This design comes from an exercise in tuning for small area, a short achievable clock period and few clock cycles per item on the open sky130 flow, not from production work. The RTL was checked by simulation tests, not by an equivalence proof against the original design. Power is estimated from default activity; no workload was simulated.

## flow/design.v (module list and top-level ports; edited modules follow where they fit)
// module bope_geom: 294 lines
// module booth_enc: 19 lines
// module mul_cs: 618 lines
module bope_geom (
    input  wire        clk,
    input  wire        rst,         
    input  wire        in_valid,
    output wire        in_ready,
    input  wire [1:0]  in_op,       
    input  wire [31:0] in_arg0,     
    input  wire [31:0] in_arg1,     
    input  wire [31:0] in_arg2,     
    input  wire [31:0] in_arg3,     
    input  wire [31:0] in_arg4,     
    output reg         out_valid,
    input  wire        out_ready,
    output reg  [3:0]  out_err,
    output wire [31:0] out_res0,
    output wire [31:0] out_res1,
    output wire [31:0] out_res2
);
  // ...
==> flow/flow/run.sh <==
#!/bin/bash
# The standard layout, with plain buf_1 cells as the port buffers
# instead of the delay cells buffer_ports picks on its own.
set -o pipefail
export BUFFER_PORTS_ARGS="-buffer_cell sky130_fd_sc_hd__buf_1"
bash standard.sh > standard.log 2>&1
==> flow/standard.sh <==
#!/bin/bash
# synth_recipe.tcl (not shown) runs the flow's synth.tcl, then flattens the netlist and writes it again
# the make line also repeats each setting of config.mk as NAME=value (left out here)
make -C /OpenROAD-flow-scripts/flow DESIGN_CONFIG=/design/flow/config.mk WORK_HOME=/design/flow/orfs CLKGATE_MAP_FILE= SYNTH_SCRIPT=/design/flow/synth_recipe.tcl "${@:-finish}"
==> flow/config.mk <==
export PLATFORM = sky130hd
export DESIGN_NAME = bope_geom
export DESIGN_NICKNAME = bope_geom
export VERILOG_FILES = /design/flow/design.v
export SDC_FILE = /design/flow/constraint.sdc
export NUM_CORES = 4
export LEC_CHECK = 0
export CAP_MARGIN = 20
export CORE_MARGIN = 2
export CORE_UTILIZATION = 40
export SLEW_MARGIN = 20
==> flow/constraint.sdc <==
create_clock -name core_clock -period 22.0 [get_ports {clk}]
set_input_delay 4.4000 -clock core_clock [delete_from_list [all_inputs] [get_ports {clk}]]
set_output_delay 4.4000 -clock core_clock [all_outputs]
set_load 0.01 [all_outputs]
==> parameters.txt, run 1 <==
Parameter                              Value

Cells and area
  Biggest area consumer among cell classes    multi-input gates
  Fraction of layout instances using a drive strength above 1    0.0582
  Post-layout nets    3739
  Largest registers    t_pc: 34 flops, t_ps: 34 flops
  Fill cell instance count of the final layout    about 7500
  Flip-flop and latch count    426

Place
  Weighted congestion at the end of routability-driven global placement    between 0.8 and 0.9
  Placed cell area    0.0338 mm^2

Global route
  Number of antenna violations at the first check in global routing    0
  Final global-route overflow total    0
  Maximum number of pins on one net before global-route repair    84

STA
  Count of pins over their slew limit    0
  Post-route setup slack    between 15000 and 20000 ps
  Maximum clock rate    179 MHz
  Worst Clk Skew    40.5 ps
  RSZ-0062 raised after global routing    no
  Fraction of the cycle the final worst path needs    0.254

Power
  Worst ir drop on vdd    ~0.13 mV
  P_int    3.34 mW
  Share of power burned in the clock network    0.138

Logic synthesis
  Fraction of the yosys area taken by sequential cells    0.376
  Compound-Gate Fraction of Synth Area    0.139
  Most common cell in the synthesized netlist    sky130_fd_sc_hd__edfxtp_1
  Number of different library cells in the post-synthesis netlist    slightly above 80
  FF+latch count, synth    around 430
  Adder and majority cell fraction of the synthesized area    0.222
  Post-synth top area cell    sky130_fd_sc_hd__edfxtp_1
  Area contributors post-synth    sky130_fd_sc_hd__edfxtp_1, sky130_fd_sc_hd__fa_1, sky130_fd_sc_hd__ha_1

Worst setup path
  Crit path depth    1
  Largest driver fanout on the critical path    1
  Cell family with most CP delay    flip-flops
  Capture point of the critical path    out_res1[0]

Clock network
  Buffer cell driving the clock tree root    sky130_fd_sc_hd__clkbuf_16
  Cells resized by post-CTS repair    0

Routing
  Via density per instance    roughly 5.3
  Count of nets left with antenna violations after detail routing    0
  WL met3    just under 5 mm
  First drt pass iteration count    5

Floorplan
  Core ar.    0.0790 mm^2

Worst hold path
  Number of cells on the worst hold path    0

Status
  Result of the run  timing/DRC/antenna clean
Testbench counts, summed over its fixed seeds: cycles 24,032, items 24,000.
==> run 2, diff against run 1 <==
==> flow/flow/run.sh (replaced) <==
#!/bin/bash
# The standard layout, with plain buf_1 cells as the port buffers
# instead of the delay cells buffer_ports picks on its own, and repair_timing
# (after CTS and after global routing) aiming well past the 0-slack mark.
set -o pipefail
export BUFFER_PORTS_ARGS="-buffer_cell sky130_fd_sc_hd__buf_1"
export SETUP_SLACK_MARGIN=16.5
bash standard.sh > standard.log 2>&1
==> run 2 against run 1 <==
Net effect: still clean on timing, DRC and antenna; clock skew is 3.6 ps higher; cell count stayed put; wire length hardly changed; synthesized cell count stayed put; via count is 0.46% higher; setup slack worse by 1.3 ps; cell area is 0.29% higher; core utilization is 0.13 points higher.
==> parameters.txt, run 2 <==
Parameter                              Value

Floorplan
  Horiz. Die Dim    286 um
  Initial core utilization    0.404
  Core ar.    0.0790 mm^2 (unchanged)
  # IOs    268
  Core Rows    103
  Die outline area    0.0820 mm^2
  Die Y    286 um

Routing
  DRC violation total after the first TritonRoute iteration    1593
  Count of nets left with antenna violations after detail routing    0 (unchanged)
  First drt pass iteration count    6 (+1)
  Total DRC errors in the routed layout    0
  Total length of routed wires    approximately 80 mm
  DR WL/cell    between 15 and 20 um
  Via count    around 22000
  Via density per instance    5.30 (+0.46%)

Logic synthesis
  Synthesized area per cell    10.7 um^2
  FF+latch count, synth    426 (unchanged)
  Number of different library cells in the post-synthesis netlist    83 (unchanged)
  Post-synth ARST share    0
  Commonest cells in the synthesized netlist    sky130_fd_sc_hd__edfxtp_1, sky130_fd_sc_hd__inv_1, sky130_fd_sc_hd__fa_1
  Portion of synthesized cell area occupied by the leading cell type    0.326
  Area contributors post-synth    sky130_fd_sc_hd__edfxtp_1, sky130_fd_sc_hd__fa_1, sky130_fd_sc_hd__ha_1
  Post-synth top area cell    sky130_fd_sc_hd__edfxtp_1
  Post-Syn Area    ~0.032 mm^2
  Synthesis warning total    1
  Synth Instances    2970
  Most common cell in the synthesized netlist    sky130_fd_sc_hd__edfxtp_1
  Count of flip-flops with a built-in enable after synthesis    ~350
  Fraction of the yosys area taken by sequential cells    0.376 (unchanged)
  Most used flip-flop cell after synthesis    sky130_fd_sc_hd__edfxtp_1

Clock network
  Clock tree from TritonCTS    done
  Max Buffers Root-to-Sink    3
  Total clock sinks    around 430
  Buffer cell driving the clock tree root    sky130_fd_sc_hd__clkbuf_16
  Clock latency on the worst-skew pair    630 ps
  H-tree Lvls    2
  Number of buffers added to fix hold violations after cts    0
  Register clock-pin slew on the reported worst setup and hold paths    60 ps
  CTS buffer count    46

Worst setup path
  Required time of the worst setup path    around 18000 ps
  Endpoint arrival time on the critical path    1180 ps
  Worst-path cell chain    clkbuf_2
  Cell family with most CP delay    flip-flops
  Register-to-register setup slack    about 17000 ps
  Startpoint of the lowest-slack register-to-register path    q_op[1]
  CP endpoint kind    output port
  Worst path max stage delay    approximately 420 ps
  Cells on worst reg2reg path    19
  End of the worst register-to-register path    r_m[17]
  Largest driver fanout on the critical path    1 (unchanged)
  Startpoint-to-endpoint class of the critical path    reg -> out
  Critical path startpoint category    flip-flop
  Cell type of the slowest stage on the worst timing path    sky130_fd_sc_hd__edfxtp_1
  Buffers & Inverters on Critical Path    1

STA
  Slew of the pin with the lowest slew margin    1220 ps
  Relative slew slack    0.189
  Worst Clk Skew    44.1 ps (+3.59 ps)
  Final Setup Violations    0
  Post-route minimum period    5580 ps
  Setup TNS    0 ps
  Fraction of the cycle the final worst path needs    0.254 (about the same)
  Count of pins over their slew limit    0 (unchanged)
  RSZ-0062 raised after global routing    yes
  Maximum clock rate    179 MHz (about the same)
  Final hold violations    0

Global route
  Number of global-route vias before repair    22100
  Wire length of the first global-routing pass    125 mm
  Number of antenna violations at the first check in global routing    1 (+1)
  Maximum number of pins on one net before global-route repair    153 (+82%)
  Overall Global Routing Usage    0.193
  Final global-route overflow total    0 (unchanged)

Place
  Final HPWL DP    58.0 mm
  Count of placed standard cells including taps    4141
  Weighted congestion at the end of routability-driven global placement    0.869 (-0.46%)
  Count of buffers inserted at the top-level ports    241

Cells and area
  Growth of design area from synthesis to finish    11.4%
  Most common cell after layout, fill and taps aside    sky130_fd_sc_hd__edfxtp_1
  Largest registers    t_pc: 34 flops, t_ps: 34 flops
  Post-layout nets    3739 (unchanged)
  Fraction of layout instances using a drive strength above 1    0.0837 (+0.0255)
  Commonest cells after routing, fill and taps aside    sky130_fd_sc_hd__edfxtp_1, sky130_fd_sc_hd__inv_1, sky130_fd_sc_hd__fa_1, sky130_fd_sc_hd__ha_1, sky130_fd_sc_hd__nand2_1
  Antenna Diode Count    0
  Post-layout instance count excluding filler cells    4229

Worst hold path
  Type of the worst min-delay path    reg -> reg
  Number of cells on the worst hold path    0 (unchanged)
  Origin of the worst min-delay path    r_err[1]
  Hold Crit Endpoint    t_err[1]

Power
  Standby leakage power    14.8 nW
  Total power density per cell area    168 mW/mm^2
  Share of total power consumed by net switching    0.447
  Worst ir drop on vdd    0.139 mV (+8.2%)
  Share of power burned in the clock network    0.131 (-0.007)
  Post-layout total power    5.96 mW
  P_int    3.30 mW (-1.2%)
  Switching power total    2.67 mW
  Portion of total power attributed to combinational logic    0.623
  Share of total power in sequential cells    0.246

Flow run
  Total of max-cap violations    0

Status
  Result of the run  timing/DRC/antenna clean
-- run 2: cell types whose count changed in the layout (fill, tap and decap cells not counted), moves of 5 or more --
cell,change
sky130_fd_sc_hd__bufinv_16,-5
sky130_fd_sc_hd__buf_6,+6
sky130_fd_sc_hd__clkbuf_2,+57
sky130_fd_sc_hd__clkbuf_1,-5
sky130_fd_sc_hd__buf_2,+6
sky130_fd_sc_hd__buf_1,-68
-- run 2: worst register-to-register path: stages, from the launching register on --
cell,delay (ps)
sky130_fd_sc_hd__edfxtp_1,420
sky130_fd_sc_hd__inv_1,100
sky130_fd_sc_hd__ha_1,270
sky130_fd_sc_hd__nor2_1,80
sky130_fd_sc_hd__buf_4,200
sky130_fd_sc_hd__and2_1,220
sky130_fd_sc_hd__fa_1,540
sky130_fd_sc_hd__inv_1,60
sky130_fd_sc_hd__fa_1,480
sky130_fd_sc_hd__fa_1,490
sky130_fd_sc_hd__inv_1,40
sky130_fd_sc_hd__ha_1,310
sky130_fd_sc_hd__a21o_1,230
sky130_fd_sc_hd__a2111oi_4,400
sky130_fd_sc_hd__o31ai_1,170
sky130_fd_sc_hd__o41ai_2,310
sky130_fd_sc_hd__o21ai_1,190
sky130_fd_sc_hd__a21o_1,200
sky130_fd_sc_hd__a21oi_1,160
sky130_fd_sc_hd__xnor2_1,80
-- run 2: worst max-delay path by stage --
| stage | cells past startpoint | start | slack [ps] | end |
|---|---|---|---|---|
| 3_5_place_dp | 3 | out_ready | 16150 | o_res0[29] |
| 3_3_place_gp | 3 | out_ready | 16150 | o_res2[1] |
| 2_1_floorplan | 2 | out_ready | 16480 | rdy |
| 6_report | 1 | o_res1[0] | 16420 | out_res1[0] |
| 4_1_cts | 1 | o_res0[7] | 16360 | out_res0[7] |
| 5_1_grt | 1 | o_res1[0] | 16370 | out_res1[0] |
-- run 2: area by class of cell --
class	count	area, um^2
flip-flops and latches	426	12000
repair buffers	282	1350
inverters	321	1220
well taps	1050	1310
fillers	7461	43500
clock inverters	27	300
clock buffers	59	1260
multi-input cells	2064	18100
-- run 2: metal layers --
metal | GRT usage | wire length (um)
met5 | 0 | 8
met4 | 0.0530 | 1870
met3 | 0.0340 | 5370
met2 | 0.307 | 35800
met1 | 0.271 | 36600
-- run 2: logic make-up after synthesis --
family,count (synthesis),share of synthesized area
DFF,426,0.376
adders and majority gates,432,0.222
buffers and inverters,505,0.0628
other,1,0.000118
and+or+nand+nor,587,0.0928
AOI/OAI and AO/OA,655,0.139
muxes,84,0.0304
xor gates and xnor gates,280,0.0769
-- run 2: what timing repair did --
item	CTS	global route
endpoints found under the hold margin	0	0
buffers inserted	1	0
gates resized for setup	19	68
setup endpoints to repair	70	86
-- run 2: power groups by stage --
stage / sequential [mW] / clock (mW) / combinational (mW)
after global routing: 1.49 / 0.834 / 4.26
final: 1.46 / 0.781 / 3.72
after detailed placement: 1.48 / 0 / 3.69
after CTS: 1.47 / 0.803 / 3.72
after global placement: 1.48 / 0 / 3.57
after floorplan: 1.47 / 0 / 2.49
-- run 2: per-stage QoR --
stage,area [um^2],setup slack (ps),hold slack (ps),utilization
floorplan,32000,16480,400,-
global placement,33800,16150,400,0.427
detailed placement,33800,16150,406,0.427
CTS,35400,16360,420,0.448
global route,35500,16370,423,0.450
finish,35500,16420,420,0.450
==> module bope_geom, before the edit <==
module bope_geom (
    input  wire        clk,
    input  wire        rst,         
    input  wire        in_valid,
    output wire        in_ready,
    input  wire [1:0]  in_op,       
    input  wire [31:0] in_arg0,     
    input  wire [31:0] in_arg1,     
    input  wire [31:0] in_arg2,     
    input  wire [31:0] in_arg3,     
    input  wire [31:0] in_arg4,     
    output reg         out_valid,
    input  wire        out_ready,
    output reg  [3:0]  out_err,
    output wire [31:0] out_res0,
    output wire [31:0] out_res1,
    output wire [31:0] out_res2
);
    localparam OP_VALIDATE  = 2'd0;
    localparam OP_GEOM      = 2'd1;
    localparam OP_PIXADDR   = 2'd2;
    localparam OP_BYTEXFORM = 2'd3;
    localparam ERR_NONE        = 4'd0;
    localparam ERR_INVALID_FMT = 4'd1;
    localparam ERR_UNSUPPORTED = 4'd5;
    localparam ERR_CONTRACT    = 4'd7;
    localparam ERR_ILLEGAL     = 4'd8;
    reg  k_v;                        
    wire adv = !k_v;                 
    assign in_ready = rdy;
    reg         q_v;
    reg  [1:0]  q_op;
    reg  [21:0] q_a0;                
    reg         q_bad;               
    reg         q_pad8, q_pad16, q_pad32;
    reg  [15:0] q_w, q_h;
    reg  [15:0] q_x, q_y;
    reg         q_xhi, q_yhi;        
    reg  [5:0]  q_k;
    reg         q_khi;               
    reg  [4:0]  q_d;                 
    reg         q_d32;               
    wire       in_geom = (in_op == OP_GEOM);
    wire       in_pk   = in_arg0[14];
    wire [4:0] d_in    = in_geom ? (in_pk ? 5'd1 : in_arg0[4:0]) : (in_pk ? 5'd0 : in_arg4[4:0]);
    wire       d32_in  = in_geom & ~in_pk & in_arg0[5];
    always @(posedge clk) begin
        if (rst)      q_v <= 1'b0;
        else if (adv) q_v <= in_valid;
    end
    always @(posedge clk) begin
        if (adv) begin
            q_op    <= in_op;
            q_a0    <= in_arg0[21:0];
            q_bad   <= (in_op == OP_BYTEXFORM) ? (in_arg0[31:10] != 22'd0)
                                               : ((in_arg0[23:22] != 2'd0) || (in_arg0[31:30] != 2'd0));
            q_pad8  <= (in_arg0[29:24] == 6'd8);
            q_pad16 <= (in_arg0[29:24] == 6'd16);
            q_pad32 <= (in_arg0[29:24] == 6'd32);
            q_w     <= in_arg1[15:0];
            q_h     <= in_arg1[31:16];
            q_x     <= in_arg2[15:0];
            q_xhi   <= (in_arg2[31:16] != 16'd0);
            q_y     <= in_arg3[15:0];
            q_yhi   <= (in_arg3[31:16] != 16'd0);
            q_k     <= in_arg4[5:0];
            q_khi   <= (in_arg4[31:6] != 26'd0);
            q_d     <= d_in;
            q_d32   <= d32_in;
        end
    end
    wire [5:0] f_depth  = q_a0[5:0];
    wire       f_bo_msb = q_a0[6];
    wire       f_bi_msb = q_a0[7];
    wire [5:0] f_bpp    = q_a0[13:8];
    wire [1:0] f_family = q_a0[15:14];
    wire [5:0] f_unit   = q_a0[21:16];
    wire       fmt_unsupported = f_family[1];
    wire       is_pk           = f_family[0];    
    reg [5:0] def_unit;
    always @(*) begin
        if (!is_pk)             def_unit = 6'd32;
        else if (f_bpp == 6'd1) def_unit = 6'd32;
        else if (f_bpp < 6'd8)  def_unit = 6'd8;
        else                    def_unit = f_bpp;
    end
    wire [5:0] unit_d = (f_unit == 6'd0) ? def_unit : f_unit;
    wire pad_ok     = q_pad8 | q_pad16 | q_pad32;
    wire pad_ge_bpp = (q_pad8 & (f_bpp <= 6'd8)) | (q_pad16 & (f_bpp <= 6'd16)) |
                      (q_pad32 & (f_bpp <= 6'd32));
    function validate;
        input [5:0] depth;
        input [5:0] bpp;
        input [5:0] unit;
        input       is_packed;
        reg ok_common, ok_planar, ok_packed;
        begin
            ok_common = (depth <= bpp) && (bpp <= unit) && pad_ok;
            ok_planar = (unit == 6'd8 || unit == 6'd16 || unit == 6'd32) && pad_ge_bpp;
            ok_packed = (bpp == 6'd4 && unit == 6'd8) ||
                        ((bpp == 6'd8 || bpp == 6'd16 || bpp == 6'd24 || bpp == 6'd32) &&
                         unit == bpp);
            validate = ok_common && (is_packed ? ok_packed : ok_planar);
        end
    endfunction
    wire valid_raw = validate(f_depth, f_bpp, f_unit, is_pk);
    wire valid_def = validate(f_depth, f_bpp, unit_d, is_pk);
    wire [15:0] width  = q_w;
    wire [15:0] height = q_h;
    wire pk_b4  = f_bpp[2];
    wire pk_b24 = f_bpp[4] & f_bpp[3];
    wire pk_b8  = f_bpp[3] & ~f_bpp[4];
    wire pk_b16 = f_bpp[4] & ~f_bpp[3];
    reg [20:0] line_bits;
    always @(*) begin
        if (!is_pk)      line_bits = {5'd0, width};
        else if (pk_b4)  line_bits = {3'd0, width, 2'd0};
        else if (pk_b8)  line_bits = {2'd0, width, 3'd0};
        else if (pk_b16) line_bits = {1'd0, width, 4'd0};
        else if (pk_b24) line_bits = {1'd0, width, 4'd0};
        else             line_bits = {width, 5'd0};
    end
    wire [20:0] line_b24 = (is_pk & pk_b24) ? {2'd0, width, 3'd0} : 21'd0;
    wire        pad16 = q_pad16;
    wire        pad32 = q_pad32;
    wire [20:0] lb_up = line_bits + line_b24 + {16'd0, pad32, pad32 | pad16, 3'b111};
    wire [17:0] stride = {lb_up[20:5], lb_up[4] & ~pad32, lb_up[3] & ~(pad16 | pad32)};
    wire [15:0] px = q_x;
    wire [15:0] py = q_y;
    wire [5:0]  pk = q_k;
    wire in_bounds = !q_xhi && (px < width) && !q_yhi && (py < height);
    wire plane_ok  = !q_khi && (pk < f_depth);
    reg [1:0] fmask;
    always @(*) begin
        if (!f_bo_msb)             fmask = 2'd0;
        else if (unit_d == 6'd16)  fmask = 2'd1;
        else if (unit_d == 6'd32)  fmask = 2'd3;
        else                       fmask = 2'd0;
    end
    wire [2:0]  pl_bitpos   = f_bi_msb ? (3'd7 - px[2:0]) : px[2:0];
    wire [5:0]  pl_planebit = f_bi_msb ? (f_depth - 6'd1 - pk) : pk;
    wire        pk_hi       = (px[0] == 1'b0) == f_bo_msb;
    reg [17:0] x_bytes;
    always @(*) begin
        if (!is_pk)      x_bytes = {5'd0, px[15:5], px[4:3] ^ fmask};
        else if (pk_b4)  x_bytes = {3'd0, px[15:1]};
        else if (pk_b8)  x_bytes = {2'd0, px};
        else if (pk_b16) x_bytes = {1'd0, px, 1'b0};
        else if (pk_b24) x_bytes = {1'd0, px, 1'b0} + {2'd0, px};
        else             x_bytes = {px, 2'd0};
    end
    wire [7:0] xb  = q_a0[7:0];
    wire [7:0] xb1 = q_a0[8] ? {xb[0], xb[1], xb[2], xb[3], xb[4], xb[5], xb[6], xb[7]} : xb;
    wire [7:0] xb2 = q_a0[9] ? {xb1[3:0], xb1[7:4]} : xb1;
    reg  [3:0]  s_err;
    reg         s_use;       
    reg  [17:0] s_c;
    reg  [5:0]  s_r1;        
    reg  [5:0]  s_r2;        
    always @(*) begin
        s_err = ERR_NONE;
        s_use = 1'b0;
        s_c   = 18'd0;
        s_r1  = 6'd0;
        s_r2  = 6'd0;
        case (q_op)
            OP_VALIDATE: begin
                if (q_bad)                s_err = ERR_ILLEGAL;
                else if (fmt_unsupported) s_err = ERR_UNSUPPORTED;
                else                      s_c   = {17'd0, valid_raw};
            end
            OP_GEOM: begin
                if (q_bad)                s_err = ERR_ILLEGAL;
                else if (fmt_unsupported) s_err = ERR_UNSUPPORTED;
                else if (!valid_def)      s_err = ERR_INVALID_FMT;
                else                      s_use = 1'b1;
            end
            OP_PIXADDR: begin
                if (q_bad)                        s_err = ERR_ILLEGAL;
                else if (fmt_unsupported)         s_err = ERR_UNSUPPORTED;
                else if (!valid_def)              s_err = ERR_INVALID_FMT;
                else if (!in_bounds)              s_err = ERR_CONTRACT;
                else if (!is_pk && !plane_ok)     s_err = ERR_CONTRACT;
                else begin
                    s_use = 1'b1;
                    s_c   = x_bytes;
                    if (!is_pk) begin
                        s_r1 = {3'b001, pl_bitpos};
                        s_r2 = pl_planebit;
                    end else if (pk_b4) begin
                        s_r1 = {3'b001, pk_hi, 2'b00};
                    end else begin
                        s_r1 = {f_bpp[5:3], 3'b000};
                    end
                end
            end
            default: begin  
                if (q_bad)                s_err = ERR_ILLEGAL;
                else                      s_c   = {10'd0, xb2};
            end
        endcase
    end
    wire [17:0] s_s = s_use ? stride : 18'd0;
    wire        op_geom = (q_op == OP_GEOM);
    wire [20:0] s_a  = q_d32 ? {height, 5'd0} : (op_geom ? 21'd0 : {5'd0, py});
    wire [20:0] s_m  = height * q_d + s_a;
    reg        v1;
    reg [3:0]  r_err;
    reg        r_geom;
    reg [17:0] r_s;
    reg [20:0] r_m;
    reg [17:0] r_c;
    reg [11:0] r_sm;         
    always @(posedge clk) begin
        if (rst)      v1 <= 1'b0;
        else if (adv) v1 <= q_v;
    end
    always @(posedge clk) begin
        if (adv) begin
            r_err  <= s_err;
            r_geom <= op_geom;
            r_s    <= s_s;
            r_m    <= s_m;
            r_c    <= s_c;
            r_sm   <= {s_r2, s_r1};
        end
    end
    wire [10:0] m_neg, m_one, m_two;
    booth_enc #(.NB(21)) u_enc (.b(r_m), .neg(m_neg), .one(m_one), .two(m_two));
    wire [33:0] ps, pc;
    mul_cs u_p (.a(r_s), .neg(m_neg), .one(m_one), .two(m_two), .c(r_c), .ps(ps), .pc(pc));
    reg        v2;
    reg [3:0]  t_err;
    reg        t_geom;
    reg [33:0] t_ps, t_pc;
    reg [17:0] t_x;          
    always @(posedge clk) begin
        if (rst)      v2 <= 1'b0;
        else if (adv) v2 <= v1;
    end
    always @(posedge clk) begin
        if (adv) begin
            t_err  <= r_err;
            t_geom <= r_geom;
            t_ps   <= ps;
            t_pc   <= pc;
            t_x    <= r_geom ? r_s : {6'd0, r_sm};
        end
    end
    wire [33:0] p = t_ps + t_pc;
    wire [31:0] f_res0 = t_geom ? {14'd0, t_x} : p[31:0];
    wire [31:0] f_res1 = t_geom ? p[31:0] : {21'd0, t_x[5:3], 5'd0, t_x[2:0]};
    wire [5:0]  f_res2 = t_geom ? {4'd0, p[33:32]} : t_x[11:6];
    wire out_free = !out_valid || out_ready;
    wire k_v_next = !out_free && (k_v || v2);
    reg        rdy;              
    reg [3:0]  k_err;
    reg [31:0] k_res0, k_res1;
    reg [5:0]  k_res2;
    reg [31:0] o_res0, o_res1;
    reg [5:0]  o_res2;
    always @(posedge clk) begin
        if (rst) begin
            k_v <= 1'b0;
            rdy <= 1'b1;
        end else begin
            k_v <= k_v_next;
            rdy <= !k_v_next;
        end
    end
    always @(posedge clk) begin
        if (adv) begin
            k_err  <= t_err;
            k_res0 <= f_res0;
            k_res1 <= f_res1;
            k_res2 <= f_res2;
        end
    end
    always @(posedge clk) begin
        if (rst)           out_valid <= 1'b0;
        else if (out_free) out_valid <= k_v || v2;
    end
    always @(posedge clk) begin
        if (out_free) begin
            out_err <= k_v ? k_err  : t_err;
            o_res0  <= k_v ? k_res0 : f_res0;
            o_res1  <= k_v ? k_res1 : f_res1;
            o_res2  <= k_v ? k_res2 : f_res2;
        end
    end
    assign out_res0 = o_res0;
    assign out_res1 = o_res1;
    assign out_res2 = {26'd0, o_res2};
endmodule
==> run 3, diff against run 2 <==
--- a/flow/design.v
+++ b/flow/design.v
@@ -148,3 +148,3 @@
         else if (pk_b16) x_bytes = {1'd0, px, 1'b0};
-        else if (pk_b24) x_bytes = {1'd0, px, 1'b0} + {2'd0, px};
+        else if (pk_b24) x_bytes = add_bk18({2'd0, px}, {1'd0, px, 1'b0});
         else             x_bytes = {px, 2'd0};
@@ -249,3 +249,3 @@
     end
-    wire [33:0] p = t_ps + t_pc;
+    wire [33:0] p = add_bk34(t_ps, t_pc);
     wire [31:0] f_res0 = t_geom ? {14'd0, t_x} : p[31:0];
@@ -293,2 +293,44 @@
     assign out_res2 = {26'd0, o_res2};
+    function [33:0] add_bk34;
+        input [33:0] a;
+        input [33:0] b;
+        integer i, d;
+        reg [33:0] g, t;
+        begin
+            g = a & b;
+            t = a ^ b;
+            for (d = 1; d < 34; d = d * 2)
+                for (i = 2*d - 1; i < 34; i = i + 2*d) begin
+                    g[i] = g[i] | (t[i] & g[i-d]);
+                    t[i] = t[i] & t[i-d];
+                end
+            for (d = 16; d >= 1; d = d / 2)
+                for (i = 3*d - 1; i < 34; i = i + 2*d) begin
+                    g[i] = g[i] | (t[i] & g[i-d]);
+                    t[i] = t[i] & t[i-d];
+                end
+            add_bk34 = (a ^ b) ^ {g[32:0], 1'b0};
+        end
+    endfunction
+    function [17:0] add_bk18;
+        input [17:0] a;
+        input [17:0] b;
+        integer i, d;
+        reg [17:0] g, t;
+        begin
+            g = a & b;
+            t = a ^ b;
+            for (d = 1; d < 18; d = d * 2)
+                for (i = 2*d - 1; i < 18; i = i + 2*d) begin
+                    g[i] = g[i] | (t[i] & g[i-d]);
+                    t[i] = t[i] & t[i-d];
+                end
+            for (d = 8; d >= 1; d = d / 2)
+                for (i = 3*d - 1; i < 18; i = i + 2*d) begin
+                    g[i] = g[i] | (t[i] & g[i-d]);
+                    t[i] = t[i] & t[i-d];
+                end
+            add_bk18 = (a ^ b) ^ {g[16:0], 1'b0};
+        end
+    endfunction
 endmodule
==> run 3 against run 2 <==
Net effect: worst hold slack lost 12 ps; critical path depth did not move; clock skew decreased by 23 ps; sequential power about the same; combinational power shrank 2%; via count is 3.5% lower; setup slack better by 7.0 ps.
==> parameters.txt, run 3 <==
Parameter                              Value

Clock network
  CTS buffer count    47 (+2.2%)
  Buffer cell driving the clock tree root    sky130_fd_sc_hd__clkbuf_16
  H-tree Lvls    2 (unchanged)
  Total clock sinks    426 (unchanged)
  Clock tree from TritonCTS    done
  Max Buffers Root-to-Sink    3 (unchanged)
  Number of buffers added to fix hold violations after cts    0 (unchanged)
  Clock latency on the worst-skew pair    600 ps (-30 ps)
  Register clock-pin slew on the reported worst setup and hold paths    60 ps (about the same)

Cells and area
  Fill cell instance count of the final layout    7470 (+0.12%)
  Post-layout nets    3668 (-1.9%)
  Growth of design area from synthesis to finish    11.4% (about the same)
  Antenna Diode Count    0 (unchanged)
  Post-Layout Inst Area    0.0352 mm^2 (-0.77%)
  Commonest cells after routing, fill and taps aside    sky130_fd_sc_hd__inv_1, sky130_fd_sc_hd__edfxtp_1, sky130_fd_sc_hd__fa_1, sky130_fd_sc_hd__ha_1, sky130_fd_sc_hd__buf_1
  Fraction of layout instances using a drive strength above 1    0.0852 (+0.00149)
  Largest registers    t_pc: 34 flops, t_ps: 34 flops

Floorplan
  Core Rows    103 (unchanged)
  Die Y    285 um (-0.37%)
  Initial core utilization    0.403 (-0.00104)
  # IOs    268 (unchanged)
  Die outline area    0.0814 mm^2 (-0.74%)
  Core ar.    0.0786 mm^2 (-0.49%)
  Horiz. Die Dim    285 um (-0.37%)

Global route
  Final global-route overflow total    0 (unchanged)
  Global-route track usage on met1    0.271 (-0.000701)
  Number of global-route vias before repair    21900 (-0.58%)
  Global routing usage on met2    0.310 (+0.00335)
  Maximum number of pins on one net before global-route repair    96 (-37%)
  Grt peak-use layer    met2
  Number of antenna violations at the first check in global routing    4 (+3)
  Overall Global Routing Usage    0.192 (-0.00136)
  Met3 track demand over resource    0.0256 (-0.00842)
  Wire length of the first global-routing pass    124 mm (-1.2%)

STA
  Setup TNS    0 ps (unchanged)
  Worst Clk Skew    21.4 ps (-22.8 ps)
  Count of pins over their slew limit    0 (unchanged)
  Final Setup Violations    0 (unchanged)
  Final hold violations    0 (unchanged)
  RSZ-0062 raised after global routing    yes
  Maximum clock rate    179 MHz (+0.13%)
  Fraction of the cycle the final worst path needs    0.253 (-0.000318)
  Relative slew slack    0.196 (+0.00618)
  Final Hold Slack    408 ps (-11.5 ps)
  Post-route minimum period    5580 ps (-7.00 ps)
  Slew of the pin with the lowest slew margin    1210 ps (-9.11 ps)

Logic synthesis
  Portion of synthesized cell area occupied by the leading cell type    0.328 (+0.00245)
  Most used flip-flop cell after synthesis    sky130_fd_sc_hd__edfxtp_1
  Synthesis warning total    1 (unchanged)
  FF+latch count, synth    426 (unchanged)
  Synth Instances    2878 (-3.1%)
  Post-Syn Area    0.0317 mm^2 (-0.75%)
  Synthesized area per cell    11.0 um^2 (+2.4%)
  Post-synth ARST share    0 (unchanged)
  Count of flip-flops with a built-in enable after synthesis    346 (unchanged)
  Area contributors post-synth    sky130_fd_sc_hd__edfxtp_1, sky130_fd_sc_hd__fa_1, sky130_fd_sc_hd__ha_1
  Post-synth top area cell    sky130_fd_sc_hd__edfxtp_1
  Number of different library cells in the post-synthesis netlist    79 (-4.8%)
  Commonest cells in the synthesized netlist    sky130_fd_sc_hd__edfxtp_1, sky130_fd_sc_hd__inv_1, sky130_fd_sc_hd__fa_1
  Fraction of the yosys area taken by sequential cells    0.379 (+0.00282)

Worst setup path
  Endpoint arrival time on the critical path    1180 ps (about the same)
  Required time of the worst setup path    17600 ps (about the same)
  Register-to-register setup slack    16810 ps (+50 ps)
  Startpoint of the lowest-slack register-to-register path    q_op[0]
  Cell family with most CP delay    flip-flops
  Startpoint-to-endpoint class of the critical path    reg -> out
  Buffers & Inverters on Critical Path    1 (unchanged)
  CP endpoint kind    output port
  Capture point of the critical path    out_res0[25]
  Crit path depth    1 (unchanged)
  Worst path max stage delay    430 ps (about the same)
  Cell type of the slowest stage on the worst timing path    sky130_fd_sc_hd__edfxtp_1
  Worst-path cell chain    clkbuf_2
  Critical path startpoint category    flip-flop
  CP Launch Point    o_res0[25]
  End of the worst register-to-register path    r_m[19]
  Cells on worst reg2reg path    17 (-2)
  Largest driver fanout on the critical path    1 (unchanged)

Place
  Final HPWL DP    56.5 mm (-2.5%)
  Placed cell area    0.0335 mm^2 (-0.82%)
  Count of buffers inserted at the top-level ports    241 (unchanged)
  Weighted congestion at the end of routability-driven global placement    0.853 (-1.9%)

Routing
  DR WL/cell    18.8 um (about the same)
  Total length of routed wires    77.9 mm (-2.2%)
  Via count    21600 (-3.5%)
  Count of nets left with antenna violations after detail routing    0 (unchanged)
  First drt pass iteration count    7 (+1)
  DRC violation total after the first TritonRoute iteration    1509 (-5.3%)
  Total DRC errors in the routed layout    0 (unchanged)
  Via density per instance    5.22 (-1.4%)

Power
  Standby leakage power    14.7 nW (-0.73%)
  Post-layout total power    5.94 mW (-0.34%)
  Worst ir drop on vdd    0.169 mV (+22%)
  Total power density per cell area    169 mW/mm^2 (+0.43%)

Status
  Result of the run  timing/DRC/antenna clean

Worst hold path
  Type of the worst min-delay path    reg -> reg

Flow run
  Total of max-cap violations    0 (unchanged)
[run 3: cell type report]
cell class	count	area, um^2	share of cell area
sequential	426	12000	0.340
timing repair buffer	280	1280	0.0365
inverter	354	1340	0.0379
clock inverter	30	353	0.0100
multi-input combinational	1940	17700	0.501
clock buffer	58	1290	0.0366
tap	1050	1310	0.0373
[run 3: timing repair]
| item | CTS | global route |
|---|---|---|
| buffers inserted | 1 | 0 |
| hold endpoints to repair | 0 | 0 |
| gates resized for setup | 8 | 64 |
| gates cloned | 0 | 0 |
| endpoints found under the setup margin | 79 | 79 |
[run 3: cell families after synthesis]
logic type / share of synthesized area
other: 0.000118
AO/OA/AOI/OAI: 0.119
XOR/XNOR: 0.0731
multiplexers: 0.0357
adder cells (fa/ha/maj): 0.237
buffers and inverters: 0.0675
flip-flops: 0.379
AND/OR/NAND/NOR: 0.0882
[run 3: routing by layer]
layer / vias up / routed length, um
li1: 10300 / -
met1: 10500 / 35500
met3: 130 / 4800
met2: 744 / 35700
met5: - / 0
met4: 0 / 1880
[run 3: how the worst min path moves through the flow]
stage                     startpoint  endpoint  slack (ps)  cells after the start
final                       r_err[3]  t_err[3]         410                      0
after global routing        r_err[3]  t_err[3]         410                      0
after CTS                   r_err[3]  t_err[3]         410                      0
after detailed placement    r_err[3]  t_err[3]         410                      0
after global placement      r_err[1]  t_err[1]         400                      0
after floorplan             r_err[0]  t_err[0]         400                      0
[run 3: report_power, final]
group	total, mW	internal (mW)	switching (mW)	leakage (nW)
Combinational	3.64	1.46	2.18	9.31
Sequential	1.48	1.38	0.102	4.55
Clock	0.825	0.491	0.334	0.792
[run 3: stage by stage]
step                       util  cells  setup WS [ps]
after floorplan               -   2903          16480
after global placement    0.426   4049          16150
after global routing      0.448   4138          16380
final                     0.448   4138          16420
after detailed placement  0.426   4049          16140
after CTS                 0.447   4138          16360
Testbench counts of run 3, summed over its fixed seeds: cycles 24,032, items 24,000.
==> run 4, diff against run 3 <==
--- a/flow/config.mk
+++ b/flow/config.mk
@@ -10,2 +10,4 @@
 export CORE_UTILIZATION = 40
+export CTS_CLUSTER_DIAMETER = 150
+export CTS_CLUSTER_SIZE = 30
 export SLEW_MARGIN = 20
==> run 4 against run 3 <==
Net effect: still clean on timing, DRC and antenna; clock skew rose by 12 ps; synthesized area did not move; first-iteration DRC count shrank 6.4%; clock-buffer cell count decreased by 31; critical endpoint unchanged; largest cell class unchanged.
==> parameters.txt, run 4 <==
Parameter                              Value

Place
  Count of buffers inserted at the top-level ports    241 (unchanged)
  Weighted congestion at the end of routability-driven global placement    0.853 (unchanged)
  DP Worst Slack    16140 ps (unchanged)
  Final HPWL DP    56.5 mm (unchanged)

Global route
  Number of antenna violations at the first check in global routing    3 (-1)
  Wire length of the first global-routing pass    122 mm (-1.2%)
  Overall Global Routing Usage    0.188 (-0.00368)
  Maximum number of pins on one net before global-route repair    96 (unchanged)
  Number of global-route vias before repair    21600 (-1.5%)
  Final global-route overflow total    0 (unchanged)

Logic synthesis
  Synth Instances    2878 (unchanged)
  Number of different library cells in the post-synthesis netlist    79 (unchanged)
  Portion of synthesized cell area occupied by the leading cell type    0.328 (unchanged)
  Most used flip-flop cell after synthesis    sky130_fd_sc_hd__edfxtp_1
  Count of flip-flops with a built-in enable after synthesis    346 (unchanged)
  Area contributors post-synth    sky130_fd_sc_hd__edfxtp_1, sky130_fd_sc_hd__fa_1, sky130_fd_sc_hd__ha_1
  Synthesized area per cell    11.0 um^2 (unchanged)
  FF+latch count, synth    426 (unchanged)
  Synthesis warning total    1 (unchanged)
  Post-Syn Area    0.0317 mm^2 (unchanged)
  Commonest cells in the synthesized netlist    sky130_fd_sc_hd__edfxtp_1, sky130_fd_sc_hd__inv_1, sky130_fd_sc_hd__fa_1
  Post-synth top area cell    sky130_fd_sc_hd__edfxtp_1
  Fraction of the yosys area taken by sequential cells    0.379 (unchanged)
  Post-synth ARST share    0 (unchanged)

STA
  Post-route setup slack    16430 ps (+5.70 ps)
  Maximum clock rate    180 MHz (+0.10%)
  RSZ-0062 raised after global routing    yes
  Final Setup Violations    0 (unchanged)
  Worst Clk Skew    33.5 ps (+12.2 ps)
  Final hold violations    0 (unchanged)
  Fraction of the cycle the final worst path needs    0.253 (-0.000259)
  Count of pins over their slew limit    0 (unchanged)
  Post-route minimum period    5570 ps (-5.70 ps)
  Setup TNS    0 ps (unchanged)
  Relative slew slack    0.217 (+0.0211)
  Slew of the pin with the lowest slew margin    1180 ps (-31.7 ps)

Flow run
  Total of max-cap violations    0 (unchanged)

Worst setup path
  Cell type of the slowest stage on the worst timing path    sky130_fd_sc_hd__edfxtp_1
  Worst-path cell chain    clkbuf_2
  Startpoint-to-endpoint class of the critical path    reg -> out
  Critical path startpoint category    flip-flop
  Required time of the worst setup path    17600 ps (about the same)
  Cell family with most CP delay    flip-flops
  Largest driver fanout on the critical path    1 (unchanged)
  Buffers & Inverters on Critical Path    1 (unchanged)
  CP endpoint kind    output port
  Endpoint arrival time on the critical path    1170 ps (about the same)
  Worst path max stage delay    450 ps (+20 ps)

Cells and area
  Area of the multi-input gates    0.0177 mm^2 (unchanged)
  Commonest cells after routing, fill and taps aside    sky130_fd_sc_hd__inv_1, sky130_fd_sc_hd__edfxtp_1, sky130_fd_sc_hd__fa_1, sky130_fd_sc_hd__ha_1, sky130_fd_sc_hd__buf_1
  Fill cell instance count of the final layout    7569 (+1.3%)
  Antenna Diode Count    0 (unchanged)
  Largest registers    t_pc: 34 flops, t_ps: 34 flops
  Area of all sequential standard cells    0.0120 mm^2 (unchanged)
  Growth of design area from synthesis to finish    7.86%
  Fraction of layout instances using a drive strength above 1    0.0686 (-0.0165)
  Post-layout nets    3639 (-0.79%)
  Post-layout utilization of the core    0.434 (-0.0141)

Floorplan
  Die Y    285 um (unchanged)
  Core ar.    0.0786 mm^2 (unchanged)
  # IOs    268 (unchanged)
  Die outline area    0.0814 mm^2 (unchanged)
  Initial core utilization    0.403 (unchanged)
  Core Rows    103 (unchanged)
  Horiz. Die Dim    285 um (unchanged)

Status
  Result of the run  timing/DRC/antenna clean

Clock network
  Clock tree from TritonCTS    done
  Register clock-pin slew on the reported worst setup and hold paths    110 ps (+50 ps)
  Max Buffers Root-to-Sink    3 (unchanged)
  Total clock sinks    426 (unchanged)
  Buffer cell driving the clock tree root    sky130_fd_sc_hd__clkbuf_16
  Clock latency on the worst-skew pair    580 ps (-20 ps)
  CTS buffer count    18 (-62%)
  H-tree Lvls    1 (-1)

Routing
  Via density per instance    5.22 (about the same)
  Total DRC errors in the routed layout    0 (unchanged)
  Count of nets left with antenna violations after detail routing    0 (unchanged)
  DR WL/cell    18.7 um (-0.41%)
  DRC violation total after the first TritonRoute iteration    1413 (-6.4%)
  Total length of routed wires    76.5 mm (-1.8%)
  Via count    21300 (-1.5%)
  First drt pass iteration count    5 (-2)

Worst hold path
  Type of the worst min-delay path    reg -> reg

Power
  Total power density per cell area    160 mW/mm^2 (-4.8%)
  Worst ir drop on vdd    0.149 mV (-12%)
  Standby leakage power    14.1 nW (-3.7%)
-- run 4: power breakdown --
group	total [mW]	switching, mW	internal, mW	leakage (nW)
sequential	1.47	0.101	1.37	4.55
combinational	3.60	2.15	1.45	9.31
clock	0.407	0.248	0.159	0.252
total	5.48	2.50	2.98	14.1
-- run 4: layer usage --
| layer | vias up | part of all wire | track usage |
|---|---|---|---|
| met4 | 0 | 0.019 | 0.0370 |
| li1 | 10200 | - | - |
| met2 | 690 | 0.46 | 0.309 |
| met3 | 94 | 0.058 | 0.0212 |
| met1 | 10300 | 0.46 | 0.269 |
| met5 | - | 0 | 0 |
-- run 4: kinds of logic after synthesis --
| logic type | count (synthesis) | synth area share |
|---|---|---|
| compound gates | 559 | 0.119 |
| xor+xnor | 264 | 0.0731 |
| fa+ha+maj | 453 | 0.237 |
| buf+inv | 537 | 0.0675 |
| flops | 426 | 0.379 |
| mux | 88 | 0.0357 |
| other cells | 1 | 0.000118 |
| simple gates | 550 | 0.0882 |
-- run 4: worst paths after layout --
check	from	end	slack (ps)	cells past startpoint
min reg2reg	r_err[3]	t_err[3]	410	0
min	r_err[3]	t_err[3]	410	0
max reg2reg	q_op[0]	r_m[19]	16820	17
max	o_res0[25]	out_res0[25]	16430	1
-- run 4: layout make-up --
class                      instances  area share
multi-input combinational       1940       0.518
timing repair buffer             280      0.0376
clock buffer                      27      0.0142
tap                             1050      0.0385
clock inverter                     3     0.00147
sequential                       426       0.351
inverter                         354      0.0391
-- run 4: through the flow --
step / hold slack, ps / total power, mW / instance area (um^2) / cells
finish: 414 / 5.48 / 34100 / 4080
global route: 418 / 6.11 / 34100 / 4080
CTS: 422 / 5.51 / 34000 / 4080
detailed placement: 406 / 5.10 / 33500 / 4049
global placement: 404 / 5.02 / 33500 / 4049
floorplan: 400 / 3.88 / 31800 / 2903
-- run 4: timing repair --
| action | 4_1_cts | 5_1_grt |
|---|---|---|
| resized for setup | 8 | 64 |
| endpoints found under the setup margin | 77 | 79 |
| setup buffers | 1 | 0 |
| endpoints found under the hold margin | 0 | 0 |
| pin swaps | 0 | 0 |
| hold buffers | 0 | 0 |
==> run 5, diff against run 4 <==
--- a/flow/flow/run.sh
+++ b/flow/flow/run.sh
@@ -6,3 +6,3 @@
 export BUFFER_PORTS_ARGS="-buffer_cell sky130_fd_sc_hd__buf_1"
-export SETUP_SLACK_MARGIN=16.5
+export SETUP_SLACK_MARGIN=15.5
 bash standard.sh > standard.log 2>&1
--- a/flow/config.mk
+++ b/flow/config.mk
@@ -10,4 +10,4 @@
 export CORE_UTILIZATION = 40
-export CTS_CLUSTER_DIAMETER = 150
-export CTS_CLUSTER_SIZE = 30
+export CTS_CLUSTER_DIAMETER = 120
+export CTS_CLUSTER_SIZE = 24
 export SLEW_MARGIN = 20
==> run 5 against run 4 <==
Net effect: non-clock buffer count unchanged; sequential power about the same; critical path depth increased by 15; wire length increased by 0.25%; clock-buffer cell count increased by 5; critical path type is now reg -> reg; critical endpoint is now r_m[20].
==> parameters.txt, run 5 <==
Parameter                              Value

Place
  Count of buffers inserted at the top-level ports    241 (unchanged)
  Count of placed standard cells including taps    4050 (+0.025%)
  Final HPWL DP    56.1 mm (-0.78%)
  DP Worst Slack    16220 ps (+76.8 ps)
  Weighted congestion at the end of routability-driven global placement    0.873 (+2.3%)

Clock network
  H-tree Lvls    1 (unchanged)
  Cells resized by post-CTS repair    0 (-8)
  Clock tree from TritonCTS    done
  CTS buffer count    22 (+4)
  Register clock-pin slew on the reported worst setup and hold paths    100 ps (about the same)
  Clock latency on the worst-skew pair    580 ps (about the same)
  Number of buffers added to fix hold violations after cts    0 (unchanged)
  Total clock sinks    426 (unchanged)
  Number of post-CTS setup repair buffers    0 (-1)
  Max Buffers Root-to-Sink    3 (unchanged)
  Buffer cell driving the clock tree root    sky130_fd_sc_hd__clkbuf_16

Floorplan
  Core ar.    0.0786 mm^2 (unchanged)
  Die outline area    0.0814 mm^2 (unchanged)
  Die Y    285 um (unchanged)
  Horiz. Die Dim    285 um (unchanged)
  Core Rows    103 (unchanged)
  Initial core utilization    0.403 (unchanged)
  # IOs    268 (unchanged)

Global route
  Wire length of the first global-routing pass    122 mm (+0.11%)
  Number of global-route vias before repair    21500 (-0.69%)
  Maximum number of pins on one net before global-route repair    90 (-6.3%)
  Overall Global Routing Usage    0.188 (about the same)
  Final global-route overflow total    0 (unchanged)
  Number of antenna violations at the first check in global routing    3 (unchanged)

Logic synthesis
  Portion of synthesized cell area occupied by the leading cell type    0.328 (unchanged)
  Post-synth top area cell    sky130_fd_sc_hd__edfxtp_1
  Synth Instances    2878 (unchanged)
  Commonest cells in the synthesized netlist    sky130_fd_sc_hd__edfxtp_1, sky130_fd_sc_hd__inv_1, sky130_fd_sc_hd__fa_1
  Count of flip-flops with a built-in enable after synthesis    346 (unchanged)
  Post-Syn Area    0.0317 mm^2 (unchanged)
  Most used flip-flop cell after synthesis    sky130_fd_sc_hd__edfxtp_1
  Synthesized area per cell    11.0 um^2 (unchanged)
  FF+latch count, synth    426 (unchanged)
  Synthesis warning total    1 (unchanged)
  Fraction of the yosys area taken by sequential cells    0.379 (unchanged)
  Number of different library cells in the post-synthesis netlist    79 (unchanged)
  Area contributors post-synth    sky130_fd_sc_hd__edfxtp_1, sky130_fd_sc_hd__fa_1, sky130_fd_sc_hd__ha_1
  Post-synth ARST share    0 (unchanged)

Power
  Share of total power in sequential cells    0.267 (-0.002)
  Post-layout total power    5.53 mW (+0.88%)
  Portion of total power attributed to combinational logic    0.652 (-0.005)
  Share of power burned in the clock network    0.082 (+0.008)
  Switching power total    2.52 mW (+1.0%)
  Share of total power consumed by net switching    0.457 (+0.000572)
  P_int    3.00 mW (+0.78%)
  Total power density per cell area    162 mW/mm^2 (+0.86%)
  Worst ir drop on vdd    0.131 mV (-12%)
  Standby leakage power    14.0 nW (-1.2%)

Routing
  DR WL/cell    18.8 um (about the same)
  DRC violation total after the first TritonRoute iteration    1495 (+5.8%)
  Via count    21300 (+0.019%)
  Count of nets left with antenna violations after detail routing    0 (unchanged)
  Via density per instance    5.21 (-0.15%)
  First drt pass iteration count    5 (unchanged)
  Total length of routed wires    76.7 mm (+0.25%)
  Total DRC errors in the routed layout    0 (unchanged)

STA
  Maximum clock rate    174 MHz (-3.2%)
  Setup TNS    0 ps (unchanged)
  Count of pins over their slew limit    0 (unchanged)
  RSZ-0062 raised after global routing    no
  Post-route setup slack    16250 ps (-183 ps)
  Final Setup Violations    0 (unchanged)
  Relative slew slack    0.217 (+0.000640)
  Worst Clk Skew    22.1 ps (-11.4 ps)
  Fraction of the cycle the final worst path needs    0.261 (+0.00831)
  Slew of the pin with the lowest slew margin    1170 ps (-0.960 ps)
  Post-route minimum period    5750 ps (+183 ps)
  Final hold violations    0 (unchanged)

Worst setup path
  Critical path startpoint category    flip-flop
  Startpoint of the lowest-slack register-to-register path    q_op[0]
  Capture point of the critical path    r_m[20]
  Required time of the worst setup path    22340 ps (+4740 ps)
  Largest driver fanout on the critical path    15 (+14)
  End of the worst register-to-register path    r_m[20]
  CP endpoint kind    flip-flop
  Cells on worst reg2reg path    16 (-1)
  Register-to-register setup slack    16250 ps (-570 ps)
  Endpoint arrival time on the critical path    6090 ps (+4920 ps)
  CP Launch Point    q_op[0]
  Startpoint-to-endpoint class of the critical path    reg -> reg

Worst hold path
  Number of cells on the worst hold path    0 (unchanged)
  Type of the worst min-delay path    reg -> reg

Cells and area
  Largest registers    t_pc: 34 flops, t_ps: 34 flops
  Growth of design area from synthesis to finish    7.88% (about the same)
  Post-layout nets    3643 (+0.11%)
  Post-layout instance count excluding filler cells    4087 (+0.17%)
  Post-layout utilization of the core    0.434 (about the same)
  Antenna Diode Count    0 (unchanged)
  Fill cell instance count of the final layout    7586 (+0.22%)
  Fraction of layout instances using a drive strength above 1    0.0484 (-0.0202)
  Commonest cells after routing, fill and taps aside    sky130_fd_sc_hd__inv_1, sky130_fd_sc_hd__edfxtp_1, sky130_fd_sc_hd__fa_1, sky130_fd_sc_hd__buf_1, sky130_fd_sc_hd__ha_1

Status
  Result of the run  timing/DRC/antenna clean

Flow run
  Total of max-cap violations    0 (unchanged)
[run 5: cell counts after synthesis]
Identical to the previous run, type by type.
[run 5: per-layer routing]
layer	track usage	routed length (um)	share of wire
met5	0	0	0
met4	0.0373	1360	0.018
met3	0.0210	4670	0.061
met2	0.305	35200	0.46
met1	0.273	35400	0.46
[run 5: how the worst min path moves through the flow]
stage | startpoint | end
floorplan | r_err[0] | t_err[0]
global placement | r_err[3] | t_err[3]
detailed placement | r_err[2] | t_err[2]
CTS | r_err[2] | t_err[2]
global route | r_c[0] | t_pc[0]
finish | r_err[2] | t_err[2]
[run 5: power groups by stage]
stage                     Combinational, mW  Sequential, mW  Clock [mW]
final                                  3.60            1.47       0.452
after global routing                   4.16            1.50       0.497
after CTS                              3.62            1.48       0.473
after detailed placement               3.62            1.50           0
after global placement                 3.54            1.49           0
after floorplan                        2.40            1.48           0
[run 5: cell families after synthesis]
logic type	synth area share
AOI/OAI and AO/OA	0.119
xor gates and xnor gates	0.0731
adders and majority gates	0.237
buffers and inverters	0.0675
DFF	0.379
muxes	0.0357
other	0.000118
and+or+nand+nor	0.0882
[run 5: stage by stage]
| stage | instance area, um^2 | hold WS, ps |
|---|---|---|
| 6_report | 34100 | 438 |
| 5_1_grt | 34100 | 448 |
| 4_1_cts | 34100 | 433 |
| 3_5_place_dp | 33500 | 405 |
| 3_3_place_gp | 33500 | 406 |
| 2_1_floorplan | 31700 | 400 |
[run 5: cell type report]
type	instances	area [um^2]	share of cell area
Tap cell	1050	1310	0.0385
Sequential cell	426	12000	0.351
Inverter	354	1340	0.0391
Clock buffer	32	588	0.0172
Timing Repair Buffer	280	1200	0.0351
Clock inverter	5	53.8	0.00158
Multi-Input combinational cell	1940	17700	0.517
[run 5: critical path: stages (launching register included)]
cell                       delay (ps)
sky130_fd_sc_hd__edfxtp_1         430
sky130_fd_sc_hd__ha_1             320
sky130_fd_sc_hd__nor2_1           690
sky130_fd_sc_hd__and2_1           260
sky130_fd_sc_hd__fa_1             430
sky130_fd_sc_hd__fa_1             520
sky130_fd_sc_hd__fa_1             490
sky130_fd_sc_hd__ha_1             360
sky130_fd_sc_hd__a21oi_1          230
sky130_fd_sc_hd__o22ai_1          140
sky130_fd_sc_hd__o41ai_1          600
sky130_fd_sc_hd__o211a_1          290
sky130_fd_sc_hd__a21oi_1           90
sky130_fd_sc_hd__a41o_1           240
sky130_fd_sc_hd__nor2_1           150
sky130_fd_sc_hd__a22oi_1          120
sky130_fd_sc_hd__xnor2_1          140
==> run 6, diff against run 5 <==
--- a/flow/flow/run.sh
+++ b/flow/flow/run.sh
@@ -6,3 +6,3 @@
 export BUFFER_PORTS_ARGS="-buffer_cell sky130_fd_sc_hd__buf_1"
-export SETUP_SLACK_MARGIN=15.5
+export SETUP_SLACK_MARGIN=16.5
 bash standard.sh > standard.log 2>&1
--- a/flow/config.mk
+++ b/flow/config.mk
@@ -12,2 +12,3 @@
 export CTS_CLUSTER_SIZE = 24
+export PLACE_DENSITY = 0.75
 export SLEW_MARGIN = 20
==> run 6 against run 5 <==
Net effect: register-to-register slack better by 600 ps; die area did not move; worst hold slack worse by 12 ps; sequential share of layout area fell by 0.079 points; critical path depth is 15 lower; power down 0.12%; non-clock buffer count shrank 3; clock power is essentially flat; first-iteration DRC count increased by 28%.
==> parameters.txt, run 6 <==
Parameter                              Value

Floorplan
  Die Y    285 um (unchanged)
  Die outline area    0.0814 mm^2 (unchanged)
  # IOs    268 (unchanged)
  Horiz. Die Dim    285 um (unchanged)
  Core Rows    103 (unchanged)
  Initial core utilization    0.403 (unchanged)
  Core ar.    0.0786 mm^2 (unchanged)

Worst setup path
  Cell family with most CP delay    flip-flops
  Cell type of the slowest stage on the worst timing path    sky130_fd_sc_hd__edfxtp_1
  Largest driver fanout on the critical path    1 (-14)
  Required time of the worst setup path    17600 ps (-4740 ps)
  Endpoint arrival time on the critical path    1160 ps (-4930 ps)
  Startpoint-to-endpoint class of the critical path    reg -> out
  CP endpoint kind    output port
  Worst path max stage delay    440 ps (-250 ps)
  Buffers & Inverters on Critical Path    1 (+1)
  Worst-path cell chain    buf_1
  Critical path startpoint category    flip-flop

Logic synthesis
  Post-Syn Area    0.0317 mm^2 (unchanged)
  Post-synth top area cell    sky130_fd_sc_hd__edfxtp_1
  Portion of synthesized cell area occupied by the leading cell type    0.328 (unchanged)
  Post-synth ARST share    0 (unchanged)
  FF+latch count, synth    426 (unchanged)
  Count of flip-flops with a built-in enable after synthesis    346 (unchanged)
  Most used flip-flop cell after synthesis    sky130_fd_sc_hd__edfxtp_1
  Synthesized area per cell    11.0 um^2 (unchanged)
  Area contributors post-synth    sky130_fd_sc_hd__edfxtp_1, sky130_fd_sc_hd__fa_1, sky130_fd_sc_hd__ha_1
  Commonest cells in the synthesized netlist    sky130_fd_sc_hd__edfxtp_1, sky130_fd_sc_hd__inv_1, sky130_fd_sc_hd__fa_1
  Synth Instances    2878 (unchanged)
  Fraction of the yosys area taken by sequential cells    0.379 (unchanged)
  Number of different library cells in the post-synthesis netlist    79 (unchanged)
  Synthesis warning total    1 (unchanged)

Clock network
  Clock latency on the worst-skew pair    580 ps (about the same)
  H-tree Lvls    1 (unchanged)
  Max Buffers Root-to-Sink    3 (unchanged)
  Buffer cell driving the clock tree root    sky130_fd_sc_hd__clkbuf_16
  Total clock sinks    426 (unchanged)
  CTS buffer count    22 (unchanged)
  Clock tree from TritonCTS    done
  Number of buffers added to fix hold violations after cts    0 (unchanged)
  Register clock-pin slew on the reported worst setup and hold paths    90 ps (about the same)

Place
  Count of buffers inserted at the top-level ports    241 (unchanged)
  Weighted congestion at the end of routability-driven global placement    0.896 (+2.6%)
  Final HPWL DP    56.4 mm (+0.59%)

Cells and area
  Growth of design area from synthesis to finish    8.14%
  Commonest cells after routing, fill and taps aside    sky130_fd_sc_hd__inv_1, sky130_fd_sc_hd__edfxtp_1, sky130_fd_sc_hd__fa_1, sky130_fd_sc_hd__ha_1, sky130_fd_sc_hd__a22oi_1
  Fraction of layout instances using a drive strength above 1    0.0702 (+0.0218)
  Post-layout nets    3640 (-0.082%)
  Antenna Diode Count    0 (unchanged)
  Fill cell instance count of the final layout    7373 (-2.8%)
  Largest registers    t_pc: 34 flops, t_ps: 34 flops

Routing
  DR WL/cell    18.6 um (-0.65%)
  Total length of routed wires    76.1 mm (-0.70%)
  Via count    21900 (+2.7%)
  First drt pass iteration count    6 (+1)
  DRC violation total after the first TritonRoute iteration    1915 (+28%)
  Count of nets left with antenna violations after detail routing    0 (unchanged)
  Total DRC errors in the routed layout    0 (unchanged)
  Via density per instance    5.35 (+2.7%)

STA
  Setup TNS    0 ps (unchanged)
  Final Hold Slack    426 ps (-11.6 ps)
  Count of pins over their slew limit    0 (unchanged)
  Relative slew slack    0.200 (-0.0177)
  Slew of the pin with the lowest slew margin    1200 ps (+26.6 ps)
  Final hold violations    0 (unchanged)
  RSZ-0062 raised after global routing    yes
  Post-route minimum period    5560 ps (-190 ps)
  Worst Clk Skew    15.4 ps (-6.74 ps)
  Maximum clock rate    180 MHz (+3.4%)
  Final Setup Violations    0 (unchanged)
  Fraction of the cycle the final worst path needs    0.253 (-0.00862)

Power
  Total power density per cell area    161 mW/mm^2 (-0.36%)
  Worst ir drop on vdd    0.126 mV (-3.6%)
  Standby leakage power    14.2 nW (+1.6%)

Global route
  Wire length of the first global-routing pass    122 mm (-0.65%)
  Maximum number of pins on one net before global-route repair    141 (+57%)
  Number of global-route vias before repair    22000 (+2.4%)
  Final global-route overflow total    0 (unchanged)
  Number of antenna violations at the first check in global routing    4 (+1)
  Overall Global Routing Usage    0.186 (-0.00217)

Flow run
  Total of max-cap violations    0 (unchanged)

Status
  Result of the run  timing/DRC/antenna clean

Worst hold path
  Type of the worst min-delay path    reg -> reg
[run 6: where the power goes]
part	switching (mW)	internal (mW)	total, mW	leakage (nW)
Clock	0.260	0.191	0.451	0.313
Combinational	2.15	1.45	3.59	9.30
Sequential	0.101	1.37	1.47	4.55
[run 6: cells by family after synthesis]
family	share of synthesized area
fa+ha+maj	0.237
flops	0.379
simple gates	0.0882
xor+xnor	0.0731
mux	0.0357
compound gates	0.119
buf+inv	0.0675
other cells	0.000118
[run 6: routing by layer]
metal	share of wire	routed length [um]	vias up	GRT usage
met5	0	0	-	0
met4	0.025	1870	0	0.0445
met3	0.085	6470	129	0.0368
met2	0.47	35500	932	0.304
met1	0.42	32300	10600	0.254
li1	-	-	10200	-
[run 6: per-stage QoR]
| step | area (um^2) | cells | power, mW | util | setup slack, ps |
|---|---|---|---|---|---|
| finish | 34200 | 4085 | 5.52 | 0.435 | 16440 |
| CTS | 34100 | 4085 | 5.52 | 0.434 | 16380 |
| global route | 34200 | 4085 | 6.09 | 0.435 | 16380 |
| global placement | 33500 | 4046 | 4.92 | 0.426 | 16180 |
| floorplan | 31800 | 2903 | 3.88 | - | 16480 |
| detailed placement | 33500 | 4046 | 5.06 | 0.426 | 16150 |
[run 6: repair_timing]
| item | 4_1_cts | 5_1_grt |
|---|---|---|
| gates resized for setup | 15 | 59 |
| pin swaps | 0 | 0 |
| setup endpoints to repair | 77 | 80 |
| setup buffers | 1 | 0 |
| hold endpoints to repair | 0 | 0 |
[run 6: layout make-up]
cell class              count  area [um^2]  share of cell area
multi-input cells        1940        17700               0.516
inverters                 354         1340              0.0390
clock inverters             6         60.1             0.00175
well taps                1050         1310              0.0384
flip-flops and latches    426        12000               0.351
repair buffers            277         1260              0.0370
clock buffers              32          588              0.0172
[run 6: final timing paths]
path,start,endpoint,slack (ps),cells after the start
min,r_c[0],t_pc[0],430,0
max,o_res0[24],out_res0[24],16440,1
max reg2reg,q_op[0],r_m[19],16850,17
min reg2reg,r_c[0],t_pc[0],430,0
==> run 7, diff against run 6 <==
--- a/flow/config.mk
+++ b/flow/config.mk
@@ -12,3 +12,2 @@
 export CTS_CLUSTER_SIZE = 24
-export PLACE_DENSITY = 0.75
 export SLEW_MARGIN = 20
==> run 7 against run 6 <==
Net effect: still clean; sequential share of layout area about the same; via count decreased by 2.4%; clock skew increased by 2.5 ps; first-iteration DRC count decreased by 26%; setup slack got worse by 5.0 ps; die area unchanged; sequential power about the same; clock power decreased by 0.9%; combinational power about the same; non-clock buffer count increased by 3; wire length increased by 0.99%; largest power group unchanged.
==> parameters.txt, run 7 <==
Parameter                              Value

Clock network
  Buffer cell driving the clock tree root    sky130_fd_sc_hd__clkbuf_16
  CTS buffer count    22 (unchanged)
  Max Buffers Root-to-Sink    3 (unchanged)
  H-tree Lvls    1 (unchanged)
  Clock latency on the worst-skew pair    580 ps (about the same)
  Number of buffers added to fix hold violations after cts    0 (unchanged)
  Total clock sinks    426 (unchanged)
  Register clock-pin slew on the reported worst setup and hold paths    100 ps (about the same)
  Clock tree from TritonCTS    done

Floorplan
  Die outline area    0.0814 mm^2 (unchanged)
  Horiz. Die Dim    285 um (unchanged)
  Die Y    285 um (unchanged)
  Core Rows    103 (unchanged)
  Core ar.    0.0786 mm^2 (unchanged)
  # IOs    268 (unchanged)
  Initial core utilization    0.403 (unchanged)

Worst setup path
  Startpoint-to-endpoint class of the critical path    reg -> out
  Worst path max stage delay    440 ps (about the same)
  Required time of the worst setup path    17600 ps (about the same)
  Endpoint arrival time on the critical path    1170 ps (about the same)
  Largest driver fanout on the critical path    1 (unchanged)
  Register-to-register setup slack    16800 ps (-50 ps)
  Worst-path cell chain    clkbuf_2
  CP endpoint kind    output port
  Cell family with most CP delay    flip-flops
  Cell type of the slowest stage on the worst timing path    sky130_fd_sc_hd__edfxtp_1
  Buffers & Inverters on Critical Path    1 (unchanged)
  Critical path startpoint category    flip-flop

STA
  Maximum clock rate    180 MHz (about the same)
  Setup TNS    0 ps (unchanged)
  Worst Clk Skew    17.9 ps (+2.53 ps)
  Fraction of the cycle the final worst path needs    0.253 (about the same)
  Count of pins over their slew limit    0 (unchanged)
  Final hold violations    0 (unchanged)
  RSZ-0062 raised after global routing    yes
  Slew of the pin with the lowest slew margin    1230 ps (+32.0 ps)
  Relative slew slack    0.178 (-0.0213)
  Post-route minimum period    5570 ps (+5.00 ps)
  Final Setup Violations    0 (unchanged)

Routing
  Wire length on met1    35.4 mm (+9.5%)
  Routed length on met2    35.6 mm (+0.30%)
  Via count    21300 (-2.4%)
  Total length of routed wires    76.9 mm (+0.99%)
  WL met3    4.40 mm (-32%)
  Top routing layer used    met4
  First drt pass iteration count    5 (-1)
  Via density per instance    5.22 (-2.4%)
  DR WL/cell    18.8 um (+0.99%)
  Total DRC errors in the routed layout    0 (unchanged)
  DRC violation total after the first TritonRoute iteration    1421 (-26%)
  Count of nets left with antenna violations after detail routing    0 (unchanged)

Power
  Worst ir drop on vdd    0.149 mV (+18%)
  Standby leakage power    14.2 nW (about the same)
  Share of total power consumed by net switching    0.455 (+0.000455)
  Switching power total    2.52 mW (+0.30%)
  Share of total power in sequential cells    0.267 (about the same)
  Share of power burned in the clock network    0.081 (about the same)
  P_int    3.01 mW (+0.11%)
  Portion of total power attributed to combinational logic    0.652 (about the same)
  Total power density per cell area    162 mW/mm^2 (+0.17%)

Logic synthesis
  Post-synth top area cell    sky130_fd_sc_hd__edfxtp_1
  Count of flip-flops with a built-in enable after synthesis    346 (unchanged)
  FF+latch count, synth    426 (unchanged)
  Fraction of the yosys area taken by sequential cells    0.379 (unchanged)
  Most used flip-flop cell after synthesis    sky130_fd_sc_hd__edfxtp_1
  Area contributors post-synth    sky130_fd_sc_hd__edfxtp_1, sky130_fd_sc_hd__fa_1, sky130_fd_sc_hd__ha_1
  Post-synth ARST share    0 (unchanged)
  Commonest cells in the synthesized netlist    sky130_fd_sc_hd__edfxtp_1, sky130_fd_sc_hd__inv_1, sky130_fd_sc_hd__fa_1
  Portion of synthesized cell area occupied by the leading cell type    0.328 (unchanged)
  Synth Instances    2878 (unchanged)
  Post-Syn Area    0.0317 mm^2 (unchanged)
  Synthesized area per cell    11.0 um^2 (unchanged)
  Synthesis warning total    1 (unchanged)
  Number of different library cells in the post-synthesis netlist    79 (unchanged)

Global route
  Final global-route overflow total    0 (unchanged)
  Number of global-route vias before repair    21600 (-1.5%)
  Number of antenna violations at the first check in global routing    3 (-1)
  Wire length of the first global-routing pass    122 mm (+0.81%)
  Overall Global Routing Usage    0.189 (+0.00269)
  Maximum number of pins on one net before global-route repair    96 (-32%)

Cells and area
  Antenna Diode Count    0 (unchanged)
  Commonest cells after routing, fill and taps aside    sky130_fd_sc_hd__inv_1, sky130_fd_sc_hd__edfxtp_1, sky130_fd_sc_hd__fa_1, sky130_fd_sc_hd__ha_1, sky130_fd_sc_hd__buf_1
  Post-layout nets    3643 (+0.082%)
  Growth of design area from synthesis to finish    8.17% (about the same)
  Fraction of layout instances using a drive strength above 1    0.0705 (+0.000329)
  Largest registers    t_pc: 34 flops, t_ps: 34 flops
  Fill cell instance count of the final layout    7558 (+2.5%)
  Post-layout utilization of the core    0.436 (about the same)

Worst hold path
  Type of the worst min-delay path    reg -> reg

Place
  Count of buffers inserted at the top-level ports    241 (unchanged)
  Final HPWL DP    56.5 mm (+0.19%)
  Weighted congestion at the end of routability-driven global placement    0.853 (-4.8%)

Flow run
  Total of max-cap violations    0 (unchanged)

Status
  Result of the run  timing/DRC/antenna clean
## run 7: cell counts after synthesis
No cell type changed its count.
## run 7: layout make-up
cell class	count	area, um^2	share of cell area
clock buffer	29	577	0.0168
clock inverter	6	53.8	0.00157
inverter	354	1340	0.0390
multi-input combinational	1940	17700	0.516
sequential	426	12000	0.350
tap	1050	1310	0.0384
timing repair buffer	280	1280	0.0375
## run 7: metal layers
| layer | up-vias | track usage |
|---|---|---|
| li1 | 10200 | - |
| met1 | 10400 | 0.269 |
| met2 | 679 | 0.309 |
| met3 | 94 | 0.0222 |
| met4 | 0 | 0.0394 |
| met5 | - | 0 |
## run 7: metrics by stage
| stage | setup slack (ps) | instance area (um^2) | power [mW] | hold WS (ps) | std cells |
|---|---|---|---|---|---|
| 2_1_floorplan | 16480 | 31800 | 3.88 | 400 | 2903 |
| 3_3_place_gp | 16150 | 33500 | 5.02 | 404 | 4049 |
| 3_5_place_dp | 16140 | 33500 | 5.10 | 406 | 4049 |
| 4_1_cts | 16370 | 34100 | 5.56 | 428 | 4085 |
| 5_1_grt | 16380 | 34200 | 6.15 | 428 | 4085 |
| 6_report | 16430 | 34200 | 5.53 | 433 | 4085 |
## run 7: timing repair
action,4_1_cts,5_1_grt
gates resized for setup,8,64
endpoints found under the hold margin,0,0
endpoints found under the setup margin,79,79
setup buffers,1,0
## run 7: worst paths after layout
path / start / end / cells after the start
min: r_err[3] / t_err[3] / 0
max: o_res0[25] / out_res0[25] / 1
max reg2reg: q_op[0] / r_m[19] / 17
min reg2reg: r_err[3] / t_err[3] / 0
## run 7: cell families after synthesis
kind of cell               count (synthesis)  synth area share
AOI/OAI and AO/OA                        559             0.119
DFF                                      426             0.379
muxes                                     88            0.0357
other                                      1          0.000118
adders and majority gates                453             0.237
and+or+nand+nor                          550            0.0882
buffers and inverters                    537            0.0675
xor gates and xnor gates                 264            0.0731
## run 7: power by group through the flow
stage	clock network [mW]	registers (mW)	logic [mW]
final	0.447	1.47	3.61
after global routing	0.493	1.50	4.16
after CTS	0.468	1.48	3.61
after detailed placement	0	1.50	3.61
after global placement	0	1.49	3.53
after floorplan	0	1.48	2.40
